What follows belongs to an exercise in optimizing a design on an open flow for small area, a short achievable clock period and few clock cycles; a production flow would make more cautious choices. Only simulation tests tie the RTL to the original design; equivalence was not proved.

==> inputs of try-xenon <==
==> flow/design.v <==
`timescale 1ns/1ps
module mx_chunk_rx (
    input  wire       clk,
    input  wire       rst,
    input  wire       in_valid,
    output reg        in_ready,
    input  wire [7:0] in_data,
    input  wire       in_last,
    output reg        st_valid,
    output reg  [1:0] st_res,
    output reg  [2:0] st_cause,
    output reg        st_disc,
    output wire [7:0] st_msg_len,
    output wire       st_msg_bin,
    output wire       st_acc,
    output wire [7:0] st_rlen,
    output wire [4:0] st_exp_sn,
    output wire       st_frame_bin,
    output wire       m_valid,
    input  wire       m_ready,
    output wire [7:0] m_data,
    output wire       m_last
);
    localparam integer MAXF     = 160;
    localparam integer MTU      = 20;
    localparam integer QD       = 3;         
    localparam integer NR       = 20;        
    localparam [7:0]   SENT_ENC = 8'hFE;
    localparam [31:0]  FNV_OFFSET = 32'h811C9DC5;
    localparam [2:0] E_NONE     = 3'd0;
    localparam [2:0] E_DECODE   = 3'd1;
    localparam [2:0] E_INTEGRITY= 3'd2;
    localparam [2:0] E_NOFRAME  = 3'd3;
    localparam [2:0] E_GAP      = 3'd4;
    localparam [2:0] E_FIRST    = 3'd5;
    localparam [2:0] E_OVERFLOW = 3'd6;
    localparam [2:0] E_SIZE     = 3'd7;
    reg        r_acc;
    reg [7:0]  r_len;
    reg [4:0]  r_exp_sn;
    reg        r_fbin;
    assign st_acc       = r_acc;
    assign st_rlen      = r_len;
    assign st_exp_sn    = r_exp_sn;
    assign st_frame_bin = r_fbin;
    reg [7:0]  tail;         
    reg [7:0]  fend;         
    reg [7:0]  freec;        
    reg [7:0]  ra;           
    reg        rd_done;      
    reg [2:0]  ph;           
    reg [7:0]  stg [0:7];
    reg [7:0]  wa;
    reg [7:0]  ea;
    reg [3:0]  pc;           
    reg        ib_v;
    reg [7:0]  ib_d;
    reg        ib_l;
    reg        dec_pend;     
    reg        ap_acc;       
    reg        ap_dlv;       
    reg        ap_drop;      
    reg [3:0]  ap_jn;        
    reg        wblk;         
    reg [4:0]  wcnt;         
    reg        too_long;     
    reg        enc;          
    reg        dec_err;      
    reg [1:0]  qidx;         
    reg [5:0]  qprev;        
    reg        q2_pad;       
    reg [7:0]  dl0, dl1, dl2;    
    reg [1:0]  dcnt;
    reg        hdr_seen;
    reg [7:0]  hdr;
    reg [7:0]  woff;         
    reg [31:0] hash;
    reg [7:0]  mq [0:QD-1];
    reg [1:0]  mqn;
    reg        mv_r;
    reg [7:0]  md_r;
    reg        ml_r;
    function [31:0] fnv_up;
        input [31:0] h;
        input [7:0]  b;
        reg   [31:0] x, t0, t1, t2, t3, t4, t5, s1, s2, s3, s4;
        reg   [32:0] c1, c2, c3, c4;
        begin
            x = h ^ {24'd0, b};
            t0 = x;
            t1 = {x[30:0], 1'b0};
            t2 = {x[27:0], 4'd0};
            t3 = {x[24:0], 7'd0};
            t4 = {x[23:0], 8'd0};
            t5 = {x[7:0], 24'd0};
            s1 = t0 ^ t1 ^ t2;
            c1 = {((t0 & t1) | (t0 & t2) | (t1 & t2)), 1'b0};
            s2 = t3 ^ t4 ^ t5;
            c2 = {((t3 & t4) | (t3 & t5) | (t4 & t5)), 1'b0};
            s3 = s1 ^ c1 ^ s2;
            c3 = {((s1 & c1) | (s1 & s2) | (c1 & s2)), 1'b0};
            s4 = s3 ^ c3 ^ c2;
            c4 = {((s3 & c3) | (s3 & c2) | (c3 & c2)), 1'b0};
            fnv_up = s4 + c4;
        end
    endfunction
    function [6:0] b64_val;
        input [7:0] c;
        begin
            if (c >= "A" && c <= "Z")      b64_val = {1'b1, c[5:0] - 6'd1};
            else if (c >= "a" && c <= "z") b64_val = {1'b1, c[5:0] - 6'd7};
            else if (c >= "0" && c <= "9") b64_val = {1'b1, c[5:0] + 6'd4};
            else if (c == "+")             b64_val = {1'b1, 6'd62};
            else if (c == "/")             b64_val = {1'b1, 6'd63};
            else                           b64_val = 7'd0;
        end
    endfunction
    function [7:0] inc160;
        input [7:0] a;
        begin
            inc160 = (a == MAXF - 1) ? 8'd0 : a + 8'd1;
        end
    endfunction
    wire       take     = ib_v && !dec_pend && !wblk;
    wire [6:0] sym      = b64_val(ib_d);
    wire       sym_ok   = sym[6];
    wire [5:0] sym_v    = sym[5:0];
    wire       sym_pad  = (ib_d == 8'h3D);
    wire       w_sent   = wcnt == 5'd0 && ib_d == SENT_ENC;
    wire       w_over   = too_long || wcnt == MTU[4:0];
    wire       is_sym   = enc && !w_over;
    reg        q_bad;
    always @(*) begin
        case (qidx)
        2'd0, 2'd1: q_bad = !sym_ok;
        2'd2:       q_bad = !sym_ok && !sym_pad;
        default:    q_bad = (!sym_ok && !sym_pad) || (q2_pad && !sym_pad) ||
                            ((q2_pad || sym_pad) && !ib_l);
        endcase
    end
    reg        p_has;
    reg [7:0]  p_byte;
    always @(*) begin
        p_has  = 1'b0;
        p_byte = ib_d;
        if (!enc) begin
            p_has = !w_over && !w_sent;
        end else begin
            case (qidx)
            2'd1: begin p_has = 1'b1;     p_byte = {qprev, sym_v[5:4]}; end
            2'd2: begin p_has = !sym_pad; p_byte = {qprev[3:0], sym_v[5:2]}; end
            2'd3: begin p_has = !sym_pad; p_byte = {qprev[1:0], sym_v}; end
            default: ;
            endcase
            p_has = p_has && !w_over;
        end
    end
    wire       push    = take && p_has;
    wire       hdr_in  = push && dcnt == 2'd3 && !hdr_seen;    
    wire       wr_due  = hdr_seen && woff < MAXF;
    wire       wr_en   = push && wr_due;                      
    wire        tag_ok  = hdr_seen &&
                          dl2 == hash[7:0] && dl1 == hash[15:8] &&
                          dl0 == (hash[23:16] ^ hash[31:24]);
    wire [4:0]  h_sn    = hdr[4:0];
    wire        h_bin   = hdr[5];
    wire        h_first = hdr[6];
    wire        h_last  = hdr[7];
    wire        fits    = woff <= MAXF;      
    wire        mq_full = (mqn == QD);
    wire        decide  = dec_pend && !(h_last && mq_full);
    wire        accept  = !too_long && !dec_err && tag_ok && fits &&
                          (h_first ? h_sn == 5'd0 : (r_acc && h_sn == r_exp_sn));
    wire        enq     = ap_dlv && woff != 8'd0;
    wire [7:0]  d_jn    = hdr_seen ? woff : r_len;
    wire        h_drop  = hdr_in && dl2[6] && r_acc;
    wire [3:0]  jn      = h_drop ? (r_len[7:3] != 5'd0 ? 4'd8 : {1'b0, r_len[2:0]}) : ap_jn;
    wire        drop    = ap_drop || h_drop;
    wire        drop_all = pc <= jn;
    wire        rw_en   = pc != 4'd0 && ph == wa[2:0];   
    wire [7:0]  rw_byte = stg[ph];
    wire [7:0]  ring_top [0:NR-1];
    genvar g;
    generate
        for (g = 0; g < NR; g = g + 1) begin : ring
            reg [63:0] q;
            always @(posedge clk) begin
                q <= {q[55:0], (rw_en && wa[7:3] == g) ? rw_byte : q[63:56]};
            end
            assign ring_top[g] = q[63:56];
        end
    endgenerate
    always @(posedge clk) begin
        if (wr_en)
            stg[ea[2:0]] <= dl2;
    end
    wire        has_msg = (mqn != 2'd0);
    wire        load    = has_msg && ph == ra[2:0] && (!mv_r || m_ready);
    wire        pop     = load && mq[0] == 8'd1;
    wire [7:0]  rd_byte = (pc != 4'd0 && ra == wa) ? rw_byte : ring_top[ra[7:3]];
    wire        rd_last = mq[0] == 8'd1;
    reg         hdr_seen_n;
    reg  [7:0]  woff_n;
    reg  [7:0]  freec_n;
    always @(*) begin
        hdr_seen_n = hdr_seen;
        woff_n     = woff;
        if (hdr_in) begin
            hdr_seen_n = 1'b1;
            woff_n     = dl2[6] ? 8'd0 : r_len;
        end else if (push && hdr_seen) begin
            woff_n     = woff + 8'd1;
        end
        if (decide)
            hdr_seen_n = 1'b0;
        freec_n = freec + {7'd0, rd_done} - (ap_dlv ? woff : 8'd0);
    end
    reg         hs_p;
    reg  [7:0]  wo_p;
    always @(*) begin
        hs_p = hdr_seen;
        wo_p = woff;
        if (take && dcnt == 2'd3 && !hdr_seen) begin
            hs_p = 1'b1;
            wo_p = dl2[6] ? 8'd0 : r_len;
        end else if (take && hdr_seen) begin
            wo_p = woff + 8'd1;
        end
        if (decide)
            hs_p = 1'b0;
    end
    wire        wblk_n  = hs_p && wo_p < MAXF &&
                          (rd_done ? wo_p > freec : wo_p >= freec);
    wire        ib_v_n  = (in_valid && in_ready) || (ib_v && !take);
    wire        dec_pend_n = (take && ib_l) || (dec_pend && !decide);
    integer i;
    always @(posedge clk) begin
        if (rst) begin
            r_acc      <= 1'b0;
            r_len      <= 8'd0;
            r_exp_sn   <= 5'd0;
            r_fbin     <= 1'b0;
            tail       <= 8'd0;
            fend       <= 8'd0;
            freec      <= MAXF[7:0];
            ra         <= 8'd0;
            rd_done    <= 1'b0;
            ph         <= 3'd0;
            wa         <= 8'd0;
            ea         <= 8'd0;
            pc         <= 4'd0;
            ib_v       <= 1'b0;
            dec_pend   <= 1'b0;
            ap_acc     <= 1'b0;
            ap_dlv     <= 1'b0;
            ap_drop    <= 1'b0;
            ap_jn      <= 4'd0;
            in_ready   <= 1'b1;
            wblk       <= 1'b0;
            wcnt       <= 5'd0;
            too_long   <= 1'b0;
            enc        <= 1'b0;
            dec_err    <= 1'b0;
            qidx       <= 2'd0;
            q2_pad     <= 1'b0;
            dcnt       <= 2'd0;
            hdr_seen   <= 1'b0;
            hash       <= FNV_OFFSET;
            mqn        <= 2'd0;
            mv_r       <= 1'b0;
            st_valid   <= 1'b0;
            st_res     <= 2'd0;
            st_cause   <= 3'd0;
            st_disc    <= 1'b0;
        end else begin
            st_valid <= 1'b0;
            ph       <= ph + 3'd1;
            if (in_valid && in_ready) begin
                ib_v <= 1'b1;
            end else if (take) begin
                ib_v <= 1'b0;
            end
            if (take) begin
                if (wcnt == MTU[4:0])
                    too_long <= 1'b1;
                else
                    wcnt <= wcnt + 5'd1;
                if (w_sent) begin
                    enc <= 1'b1;
                end else if (is_sym) begin
                    if (qidx == 2'd2) q2_pad <= sym_pad;
                    if (q_bad) dec_err <= 1'b1;
                    qidx <= qidx + 2'd1;
                end
                if (ib_l) begin
                    dec_pend <= 1'b1;
                    if (enc && qidx != 2'd3) dec_err <= 1'b1;
                end
            end
            hdr_seen <= hdr_seen_n;
            freec    <= freec_n;
            wblk     <= wblk_n;
            in_ready <= !ib_v_n || (!dec_pend_n && !wblk_n);
            if (push) begin
                if (dcnt != 2'd3)
                    dcnt <= dcnt + 2'd1;
                else
                    hash <= fnv_up(hash, dl2);
            end
            if (drop) begin
                ea <= tail;
                if (drop_all) begin
                    wa <= tail;
                    pc <= 4'd0;
                end else begin
                    if (rw_en) wa <= inc160(wa);
                    pc <= pc - jn - {3'd0, rw_en};
                end
            end else begin
                if (wr_en) ea <= inc160(ea);
                if (rw_en) wa <= inc160(wa);
                pc <= pc + {3'd0, wr_en} - {3'd0, rw_en};
            end
            ap_acc  <= decide && accept && !h_last;
            ap_dlv  <= decide && accept && h_last;
            ap_drop <= decide && !accept;
            ap_jn   <= (d_jn[7:3] != 5'd0) ? 4'd8 : {1'b0, d_jn[2:0]};
            if (ap_acc)
                fend <= ea;
            if (ap_dlv) begin
                tail <= ea;
                fend <= ea;
            end
            if (ap_drop)
                fend <= tail;
            if (decide) begin
                dec_pend   <= 1'b0;
                st_valid   <= 1'b1;
                st_res     <= 2'd0;
                st_disc    <= 1'b0;
                if (too_long || dec_err || !tag_ok) begin
                    st_cause <= too_long ? E_SIZE : (dec_err ? E_DECODE : E_INTEGRITY);
                    st_disc  <= r_acc;
                    r_acc    <= 1'b0;
                    r_len    <= 8'd0;
                end else if (h_first) begin
                    st_disc <= r_acc;
                    r_acc   <= 1'b0;
                    r_len   <= 8'd0;
                    if (h_sn != 5'd0) begin
                        st_cause <= E_FIRST;
                    end else if (!fits) begin
                        st_cause <= E_OVERFLOW;
                    end else begin
                        st_cause <= E_NONE;
                        r_exp_sn <= 5'd1;
                        r_fbin   <= h_bin;
                        if (h_last) begin
                            st_res     <= 2'd2;
                        end else begin
                            st_res <= 2'd1;
                            r_acc  <= 1'b1;
                            r_len  <= woff;
                        end
                    end
                end else if (!r_acc) begin
                    st_cause <= E_NOFRAME;
                end else if (h_sn != r_exp_sn || !fits) begin
                    st_cause <= (h_sn != r_exp_sn) ? E_GAP : E_OVERFLOW;
                    st_disc  <= 1'b1;
                    r_acc    <= 1'b0;
                    r_len    <= 8'd0;
                end else begin
                    st_cause <= E_NONE;
                    r_exp_sn <= r_exp_sn + 5'd1;
                    r_fbin   <= r_fbin | h_bin;
                    if (h_last) begin
                        st_res     <= 2'd2;
                        r_acc      <= 1'b0;
                        r_len      <= 8'd0;
                    end else begin
                        st_res <= 2'd1;
                        r_len  <= woff;
                    end
                end
                wcnt      <= 5'd0;
                too_long  <= 1'b0;
                enc       <= 1'b0;
                dec_err   <= 1'b0;
                qidx      <= 2'd0;
                q2_pad    <= 1'b0;
                dcnt      <= 2'd0;
                hash      <= FNV_OFFSET;
            end
            rd_done <= load;
            if (load) ra <= inc160(ra);
            if (load)
                mv_r <= 1'b1;
            else if (m_ready)
                mv_r <= 1'b0;
            mqn <= mqn + (enq ? 2'd1 : 2'd0) - (pop ? 2'd1 : 2'd0);
        end
    end
    always @(posedge clk) begin
        if (in_valid && in_ready) begin
            ib_d <= in_data;
            ib_l <= in_last;
        end
        if (take && !w_sent && is_sym)
            qprev <= sym_v;
        if (push) begin
            dl0 <= p_byte;
            dl1 <= dl0;
            dl2 <= dl1;
        end
        if (hdr_in)
            hdr <= dl2;
        woff <= woff_n;
        if (load) begin
            md_r <= rd_byte;
            ml_r <= rd_last;
        end
        if (pop) begin
            for (i = 0; i < QD - 1; i = i + 1) mq[i] <= mq[i+1];
            mq[QD-1] <= 8'd0;
        end else if (load) begin
            mq[0] <= mq[0] - 8'd1;
        end
        if (enq)
            mq[pop ? mqn - 2'd1 : mqn] <= woff;
    end
    assign st_msg_len = st_res[1] ? woff : 8'd0;
    assign st_msg_bin = st_res[1] & r_fbin;
    assign m_valid = mv_r;
    assign m_data  = md_r;
    assign m_last  = ml_r;
endmodule
==> flow/flow/run.sh <==
#!/bin/bash
export SETUP_SLACK_MARGIN=7
bash standard.sh > standard.log 2>&1
==> flow/standard.sh <==
#!/bin/bash
# synth_recipe.tcl (not shown) runs the flow's synth.tcl, then flattens the netlist and writes it again
# the make line also repeats each setting of config.mk as NAME=value (left out here)
make -C /OpenROAD-flow-scripts/flow DESIGN_CONFIG=/design/flow/config.mk WORK_HOME=/design/flow/orfs CLKGATE_MAP_FILE= SYNTH_SCRIPT=/design/flow/synth_recipe.tcl "${@:-finish}"
==> flow/config.mk <==
export PLATFORM = sky130hd
export DESIGN_NAME = mx_chunk_rx
export DESIGN_NICKNAME = mx_chunk_rx
export VERILOG_FILES = /design/flow/design.v
export SDC_FILE = /design/flow/constraint.sdc
export NUM_CORES = 4
export LEC_CHECK = 0
export CAP_MARGIN = 20
export CORE_MARGIN = 2
export CORE_UTILIZATION = 40
export SLEW_MARGIN = 20
==> flow/constraint.sdc <==
create_clock -name core_clock -period 10.0 [get_ports {clk}]
set_input_delay 2.0000 -clock core_clock [delete_from_list [all_inputs] [get_ports {clk}]]
set_output_delay 2.0000 -clock core_clock [all_outputs]
set_load 0.01 [all_outputs]
==> inputs of try-quartz, as changes to try-xenon <==
--- a/flow/design.v
+++ b/flow/design.v
@@ -57,2 +57,6 @@
     reg [7:0]  ib_d;
+    reg [5:0]  ib_sv;        
+    reg        ib_sok;
+    reg        ib_spad;
+    reg        ib_fe;
     reg        ib_l;
@@ -76,3 +80,9 @@
     reg [7:0]  woff;         
-    reg [31:0] hash;
+    reg [7:0]  hl0, hl1, hl2, hl3;   
+    reg [7:0]  xd0, xd0b, xd0c;      
+    reg [7:0]  xd1, xd2;             
+    reg [1:0]  hc0;                  
+    reg [2:0]  hc1, hc2;
+    reg        tm0, tm1, tm2;        
+    reg [7:0]  hl2s;                 
     reg [7:0]  mq [0:QD-1];
@@ -82,26 +92,2 @@
     reg        ml_r;
-    function [31:0] fnv_up;
-        input [31:0] h;
-        input [7:0]  b;
-        reg   [31:0] x, t0, t1, t2, t3, t4, t5, s1, s2, s3, s4;
-        reg   [32:0] c1, c2, c3, c4;
-        begin
-            x = h ^ {24'd0, b};
-            t0 = x;
-            t1 = {x[30:0], 1'b0};
-            t2 = {x[27:0], 4'd0};
-            t3 = {x[24:0], 7'd0};
-            t4 = {x[23:0], 8'd0};
-            t5 = {x[7:0], 24'd0};
-            s1 = t0 ^ t1 ^ t2;
-            c1 = {((t0 & t1) | (t0 & t2) | (t1 & t2)), 1'b0};
-            s2 = t3 ^ t4 ^ t5;
-            c2 = {((t3 & t4) | (t3 & t5) | (t4 & t5)), 1'b0};
-            s3 = s1 ^ c1 ^ s2;
-            c3 = {((s1 & c1) | (s1 & s2) | (c1 & s2)), 1'b0};
-            s4 = s3 ^ c3 ^ c2;
-            c4 = {((s3 & c3) | (s3 & c2) | (c3 & c2)), 1'b0};
-            fnv_up = s4 + c4;
-        end
-    endfunction
     function [6:0] b64_val;
@@ -124,7 +110,7 @@
     wire       take     = ib_v && !dec_pend && !wblk;
-    wire [6:0] sym      = b64_val(ib_d);
-    wire       sym_ok   = sym[6];
-    wire [5:0] sym_v    = sym[5:0];
-    wire       sym_pad  = (ib_d == 8'h3D);
-    wire       w_sent   = wcnt == 5'd0 && ib_d == SENT_ENC;
+    wire [6:0] in_sym   = b64_val(in_data);
+    wire       sym_ok   = ib_sok;
+    wire [5:0] sym_v    = ib_sv;
+    wire       sym_pad  = ib_spad;
+    wire       w_sent   = wcnt == 5'd0 && ib_fe;
     wire       w_over   = too_long || wcnt == MTU[4:0];
@@ -161,5 +147,3 @@
     wire       wr_en   = push && wr_due;                      
-    wire        tag_ok  = hdr_seen &&
-                          dl2 == hash[7:0] && dl1 == hash[15:8] &&
-                          dl0 == (hash[23:16] ^ hash[31:24]);
+    wire        tag_ok  = hdr_seen && tm2 && dl0 == (hl2s ^ hl3);
     wire [4:0]  h_sn    = hdr[4:0];
@@ -179,2 +163,11 @@
     wire        drop_all = pc <= jn;
+    wire [7:0]  hx0 = hl0 ^ p_byte;
+    wire [9:0]  hs0 = {2'd0, hx0} + {2'd0, hx0[6:0], 1'b0} + {2'd0, hx0[3:0], 4'd0} +
+                      {2'd0, hx0[0], 7'd0};
+    wire [10:0] hs1 = {3'd0, hl1} + {3'd0, hl1[6:0], xd0[7]} + {3'd0, hl1[3:0], xd0[7:4]} +
+                      {3'd0, hl1[0], xd0[7:1]} + {3'd0, xd0} + {8'd0, hc0};
+    wire [10:0] hs2 = {3'd0, hl2} + {3'd0, hl2[6:0], xd1[7]} + {3'd0, hl2[3:0], xd1[7:4]} +
+                      {3'd0, hl2[0], xd1[7:1]} + {3'd0, xd1} + {8'd0, hc1};
+    wire [7:0]  hs3 = hl3 + {hl3[6:0], xd2[7]} + {hl3[3:0], xd2[7:4]} +
+                      {hl3[0], xd2[7:1]} + xd2 + xd0c + {5'd0, hc2};
     wire        rw_en   = pc != 4'd0 && ph == wa[2:0];   
@@ -267,3 +260,6 @@
             hdr_seen   <= 1'b0;
-            hash       <= FNV_OFFSET;
+            hl0        <= FNV_OFFSET[7:0];
+            hl1        <= FNV_OFFSET[15:8];
+            hl2        <= FNV_OFFSET[23:16];
+            hl3        <= FNV_OFFSET[31:24];
             mqn        <= 2'd0;
@@ -306,4 +302,14 @@
                     dcnt <= dcnt + 2'd1;
-                else
-                    hash <= fnv_up(hash, dl2);
+                hl0 <= hs0[7:0];
+                hc0 <= hs0[9:8];
+                if (dcnt != 2'd0) begin
+                    hl1 <= hs1[7:0];
+                    hc1 <= hs1[10:8];
+                end
+                if (dcnt[1]) begin
+                    hl2 <= hs2[7:0];
+                    hc2 <= hs2[10:8];
+                end
+                if (dcnt == 2'd3)
+                    hl3 <= hs3;
             end
@@ -392,3 +398,6 @@
                 dcnt      <= 2'd0;
-                hash      <= FNV_OFFSET;
+                hl0       <= FNV_OFFSET[7:0];
+                hl1       <= FNV_OFFSET[15:8];
+                hl2       <= FNV_OFFSET[23:16];
+                hl3       <= FNV_OFFSET[31:24];
             end
@@ -405,4 +414,8 @@
         if (in_valid && in_ready) begin
-            ib_d <= in_data;
-            ib_l <= in_last;
+            ib_d    <= in_data;
+            ib_l    <= in_last;
+            ib_sv   <= in_sym[5:0];
+            ib_sok  <= in_sym[6];
+            ib_spad <= in_data == 8'h3D;
+            ib_fe   <= in_data == SENT_ENC;
         end
@@ -411,5 +424,14 @@
         if (push) begin
-            dl0 <= p_byte;
-            dl1 <= dl0;
-            dl2 <= dl1;
+            dl0  <= p_byte;
+            dl1  <= dl0;
+            dl2  <= dl1;
+            xd0  <= hx0;
+            xd0b <= xd0;
+            xd0c <= xd0b;
+            xd1  <= hl1;
+            xd2  <= hl2;
+            hl2s <= hl2;
+            tm0  <= p_byte == hl0;
+            tm1  <= tm0 && p_byte == hl1;
+            tm2  <= tm1;
         end
==> inputs of try-sierra, as changes to try-xenon <==
--- a/flow/design.v
+++ b/flow/design.v
@@ -57,2 +57,6 @@
     reg [7:0]  ib_d;
+    reg [5:0]  ib_sv;        
+    reg        ib_sok;
+    reg        ib_spad;
+    reg        ib_fe;
     reg        ib_l;
@@ -76,3 +80,9 @@
     reg [7:0]  woff;         
-    reg [31:0] hash;
+    reg [7:0]  hl0, hl1, hl2, hl3;   
+    reg [7:0]  xd0, xd0b, xd0c;      
+    reg [7:0]  xd1, xd2;             
+    reg [1:0]  hc0;                  
+    reg [2:0]  hc1, hc2;
+    reg        tm0, tm1, tm2;        
+    reg [7:0]  hl2s;                 
     reg [7:0]  mq [0:QD-1];
@@ -82,26 +92,2 @@
     reg        ml_r;
-    function [31:0] fnv_up;
-        input [31:0] h;
-        input [7:0]  b;
-        reg   [31:0] x, t0, t1, t2, t3, t4, t5, s1, s2, s3, s4;
-        reg   [32:0] c1, c2, c3, c4;
-        begin
-            x = h ^ {24'd0, b};
-            t0 = x;
-            t1 = {x[30:0], 1'b0};
-            t2 = {x[27:0], 4'd0};
-            t3 = {x[24:0], 7'd0};
-            t4 = {x[23:0], 8'd0};
-            t5 = {x[7:0], 24'd0};
-            s1 = t0 ^ t1 ^ t2;
-            c1 = {((t0 & t1) | (t0 & t2) | (t1 & t2)), 1'b0};
-            s2 = t3 ^ t4 ^ t5;
-            c2 = {((t3 & t4) | (t3 & t5) | (t4 & t5)), 1'b0};
-            s3 = s1 ^ c1 ^ s2;
-            c3 = {((s1 & c1) | (s1 & s2) | (c1 & s2)), 1'b0};
-            s4 = s3 ^ c3 ^ c2;
-            c4 = {((s3 & c3) | (s3 & c2) | (c3 & c2)), 1'b0};
-            fnv_up = s4 + c4;
-        end
-    endfunction
     function [6:0] b64_val;
@@ -124,7 +110,7 @@
     wire       take     = ib_v && !dec_pend && !wblk;
-    wire [6:0] sym      = b64_val(ib_d);
-    wire       sym_ok   = sym[6];
-    wire [5:0] sym_v    = sym[5:0];
-    wire       sym_pad  = (ib_d == 8'h3D);
-    wire       w_sent   = wcnt == 5'd0 && ib_d == SENT_ENC;
+    wire [6:0] in_sym   = b64_val(in_data);
+    wire       sym_ok   = ib_sok;
+    wire [5:0] sym_v    = ib_sv;
+    wire       sym_pad  = ib_spad;
+    wire       w_sent   = wcnt == 5'd0 && ib_fe;
     wire       w_over   = too_long || wcnt == MTU[4:0];
@@ -161,5 +147,3 @@
     wire       wr_en   = push && wr_due;                      
-    wire        tag_ok  = hdr_seen &&
-                          dl2 == hash[7:0] && dl1 == hash[15:8] &&
-                          dl0 == (hash[23:16] ^ hash[31:24]);
+    wire        tag_ok  = hdr_seen && tm2 && dl0 == (hl2s ^ hl3);
     wire [4:0]  h_sn    = hdr[4:0];
@@ -179,2 +163,11 @@
     wire        drop_all = pc <= jn;
+    wire [7:0]  hx0 = hl0 ^ p_byte;
+    wire [9:0]  hs0 = {2'd0, hx0} + {2'd0, hx0[6:0], 1'b0} + {2'd0, hx0[3:0], 4'd0} +
+                      {2'd0, hx0[0], 7'd0};
+    wire [10:0] hs1 = {3'd0, hl1} + {3'd0, hl1[6:0], xd0[7]} + {3'd0, hl1[3:0], xd0[7:4]} +
+                      {3'd0, hl1[0], xd0[7:1]} + {3'd0, xd0} + {8'd0, hc0};
+    wire [10:0] hs2 = {3'd0, hl2} + {3'd0, hl2[6:0], xd1[7]} + {3'd0, hl2[3:0], xd1[7:4]} +
+                      {3'd0, hl2[0], xd1[7:1]} + {3'd0, xd1} + {8'd0, hc1};
+    wire [7:0]  hs3 = hl3 + {hl3[6:0], xd2[7]} + {hl3[3:0], xd2[7:4]} +
+                      {hl3[0], xd2[7:1]} + xd2 + xd0c + {5'd0, hc2};
     wire        rw_en   = pc != 4'd0 && ph == wa[2:0];   
@@ -267,3 +260,6 @@
             hdr_seen   <= 1'b0;
-            hash       <= FNV_OFFSET;
+            hl0        <= FNV_OFFSET[7:0];
+            hl1        <= FNV_OFFSET[15:8];
+            hl2        <= FNV_OFFSET[23:16];
+            hl3        <= FNV_OFFSET[31:24];
             mqn        <= 2'd0;
@@ -306,4 +302,14 @@
                     dcnt <= dcnt + 2'd1;
-                else
-                    hash <= fnv_up(hash, dl2);
+                hl0 <= hs0[7:0];
+                hc0 <= hs0[9:8];
+                if (dcnt != 2'd0) begin
+                    hl1 <= hs1[7:0];
+                    hc1 <= hs1[10:8];
+                end
+                if (dcnt[1]) begin
+                    hl2 <= hs2[7:0];
+                    hc2 <= hs2[10:8];
+                end
+                if (dcnt == 2'd3)
+                    hl3 <= hs3;
             end
@@ -392,3 +398,6 @@
                 dcnt      <= 2'd0;
-                hash      <= FNV_OFFSET;
+                hl0       <= FNV_OFFSET[7:0];
+                hl1       <= FNV_OFFSET[15:8];
+                hl2       <= FNV_OFFSET[23:16];
+                hl3       <= FNV_OFFSET[31:24];
             end
@@ -405,4 +414,8 @@
         if (in_valid && in_ready) begin
-            ib_d <= in_data;
-            ib_l <= in_last;
+            ib_d    <= in_data;
+            ib_l    <= in_last;
+            ib_sv   <= in_sym[5:0];
+            ib_sok  <= in_sym[6];
+            ib_spad <= in_data == 8'h3D;
+            ib_fe   <= in_data == SENT_ENC;
         end
@@ -411,5 +424,14 @@
         if (push) begin
-            dl0 <= p_byte;
-            dl1 <= dl0;
-            dl2 <= dl1;
+            dl0  <= p_byte;
+            dl1  <= dl0;
+            dl2  <= dl1;
+            xd0  <= hx0;
+            xd0b <= xd0;
+            xd0c <= xd0b;
+            xd1  <= hl1;
+            xd2  <= hl2;
+            hl2s <= hl2;
+            tm0  <= p_byte == hl0;
+            tm1  <= tm0 && p_byte == hl1;
+            tm2  <= tm1;
         end
CORE_UTILIZATION = 60   (was 40)
==> inputs of try-willow, as changes to try-xenon <==
==> flow/run.sh (new file) <==
#!/bin/bash
# synth_recipe.tcl (not shown) runs the flow's synth.tcl, then flattens the netlist and writes it again
# the make line also repeats each setting of config.mk as NAME=value (left out here)
make -C /OpenROAD-flow-scripts/flow DESIGN_CONFIG=/design/flow/config.mk WORK_HOME=/design/flow/orfs CLKGATE_MAP_FILE= SYNTH_SCRIPT=/design/flow/synth_recipe.tcl finish
SETUP_SLACK_MARGIN = 5   (was not set)
removed: flow/flow/run.sh
removed: flow/standard.sh
==> flow_metrics.env <==
export IMPL_run_status="complete, no violations"
export IMPL_inverters=142
export IMPL_timing_hold_worst_endpoint="ring[10].q[36]$_DFF_P_"
export IMPL_logic_pwr_share_pct=9.9
export IMPL_yosys_top_cells_area="dfxtp_1 59%, edfxtp_1 13%, fa_1 3.8%"
export IMPL_insertion_delay_of_the_later_clocked_pin_in_the_worst_skew_pair_ns=0.75
export IMPL_crit_path_frequent_cell="fa_1"
export IMPL_grt_first_pass_wirelength_um=154000
export IMPL_yosys_register_bits=1620
export IMPL_critPathArrivalTime_ns=4.42
export IMPL_wl_met1_um=47800
# the run above: try-quartz

==> flow_metrics.env <==
export IMPL_run_status="complete, no violations"
export IMPL_grt_antenna_before_repair=0
export IMPL_insertion_delay_of_the_later_clocked_pin_in_the_worst_skew_pair_ns=0.73
export IMPL_wl_met1_um=45000
export IMPL_post_synth_fa_ha_maj_area_fraction_pct=6.91
export IMPL_holdCritPathClass="flip-flop to flip-flop"
export IMPL_timing_hold_worst_endpoint="ring[4].q[29]$_DFF_P_"
export IMPL_grt_first_pass_wirelength_um=142000
export IMPL_maxCapViolations=0
export IMPL_htreeDepth=4
export IMPL_dominantRegCellSynth="dfxtp_1"
export IMPL_yosys_register_bits=1560
export IMPL_critPathArrivalTime_ns=5.19
export IMPL_yosys_top_cells_area="dfxtp_1 61%, edfxtp_1 9.9%, fa_1 3.6%"
export IMPL_period_needed_ns=4.65
export IMPL_inverters=186
export IMPL_cp_depth=15
export IMPL_hold_path_depth=0
export IMPL_largest_register="ring.q"
export IMPL_layout_comb_gates_multi_input=1693
# the run above: try-willow

==> flow_metrics.env <==
export IMPL_run_status="complete, no violations"
export IMPL_insertion_delay_of_the_later_clocked_pin_in_the_worst_skew_pair_ns=0.75
export IMPL_crit_path_frequent_cell="fa_1"
export IMPL_yosys_top_cells_area="dfxtp_1 61%, edfxtp_1 9.9%, fa_1 3.6%"
export IMPL_combinational_family_with_the_most_area_after_synthesis="simple AND/OR/NAND/NOR gates"
export IMPL_critPathArrivalTime_ns=4.86
export IMPL_largest_register="ring.q"
export IMPL_grt_first_pass_wirelength_um=150000
export IMPL_total_power_w=0.0134
export IMPL_die_width_um=344
export IMPL_htreeDepth=4
export IMPL_dr_pass1_iters=6
export IMPL_design_portCount=55
export IMPL_wl_met1_um=46000
export IMPL_yosys_register_bits=1560
export IMPL_hold_path_depth=0
export IMPL_logic_pwr_share_pct=8.4
export IMPL_timing_hold_worst_endpoint="ring[7].q[9]$_DFF_P_"
export IMPL_inverters=186
# the run above: try-xenon

==> flow_metrics.env <==
export IMPL_crit_path_frequent_cell="fa_1"
export IMPL_yosys_top_cells_area="dfxtp_1 59%, edfxtp_1 13%, fa_1 3.8%"
export IMPL_cp_depth=12
export IMPL_logic_pwr_share_pct=9.5
export IMPL_final_hold_worst_slack_ns=0.294
export IMPL_synth_compound_area_share_pct=7.24
export IMPL_timing_hold_worst_endpoint="ring[16].q[54]$_DFF_P_"
export IMPL_critPathKind="flip-flop to flip-flop"
export IMPL_synth_top_cells_by_count="1,408 x dfxtp_1, 251 x nand2_1, 212 x edfxtp_1, 171 x nor2_1, 155 x o21ai_0"
export IMPL_run_status="complete, no violations"
export IMPL_netlist_cell_type_count=98
export IMPL_inverters=142
export IMPL_grt_first_pass_wirelength_um=160000
export IMPL_grt_usage_pct=25.5
export IMPL_critPathArrivalTime_ns=4.57
export IMPL_grt_antenna_before_repair=0
export IMPL_instance_count_after_placement_with_tap_cells_included=4556
export IMPL_insertion_delay_of_the_later_clocked_pin_in_the_worst_skew_pair_ns=0.77
export IMPL_yosys_register_bits=1620
# the run above: try-sierra

Testbench counts of try-xenon, summed over its fixed seeds: cycles 30,639.
Testbench counts of try-quartz, summed over its fixed seeds: cycles 30,639.
Testbench counts of try-sierra, summed over its fixed seeds: cycles 30,639.
Testbench counts of try-willow, summed over its fixed seeds: cycles 30,639.

what the ideal ports hide:
No port has a modelled driver above. Below, the same layouts with a new extraction and two added sets of constraints.
Step 1, drivers: a clkbuf_16 drives clk and a buf_2 each remaining input, both assumed.
Step 2 adds t to the input delays and takes it off the output delays; t is the mean of the earliest and latest rising clock arrival at the registers after step 1. Input paths then give back, and output paths get back, about the clock's delay inside the block.
a / b / c = ideal ports / drivers / drivers and shift; a / b = the first two.
| run | t, ns | slack for setup (ns) | worst setup path at the end | worst register clock-pin slew, ns | pins driven straight from the clock port |
|---|---|---|---|---|---|
| try-xenon | 0.788 | 5.763 / 5.763 / 5.763 | register to register | 0.07 / 0.07 | 1 |
| try-quartz | 0.801 | 6.201 / 6.201 / 6.074 | input to register | 0.07 / 0.07 | 1 |
| try-sierra | 0.785 | 6.072 / 6.072 / 6.072 | register to register | 0.07 / 0.07 | 1 |
| try-willow | 0.772 | 5.350 / 5.350 / 5.350 | register to register | 0.07 / 0.07 | 1 |
After both steps setup and hold are still met in every run listed. For try-quartz, which loses most, drivers alone change the setup slack by 0.000 ns; drivers and shift together by -0.127 ns.
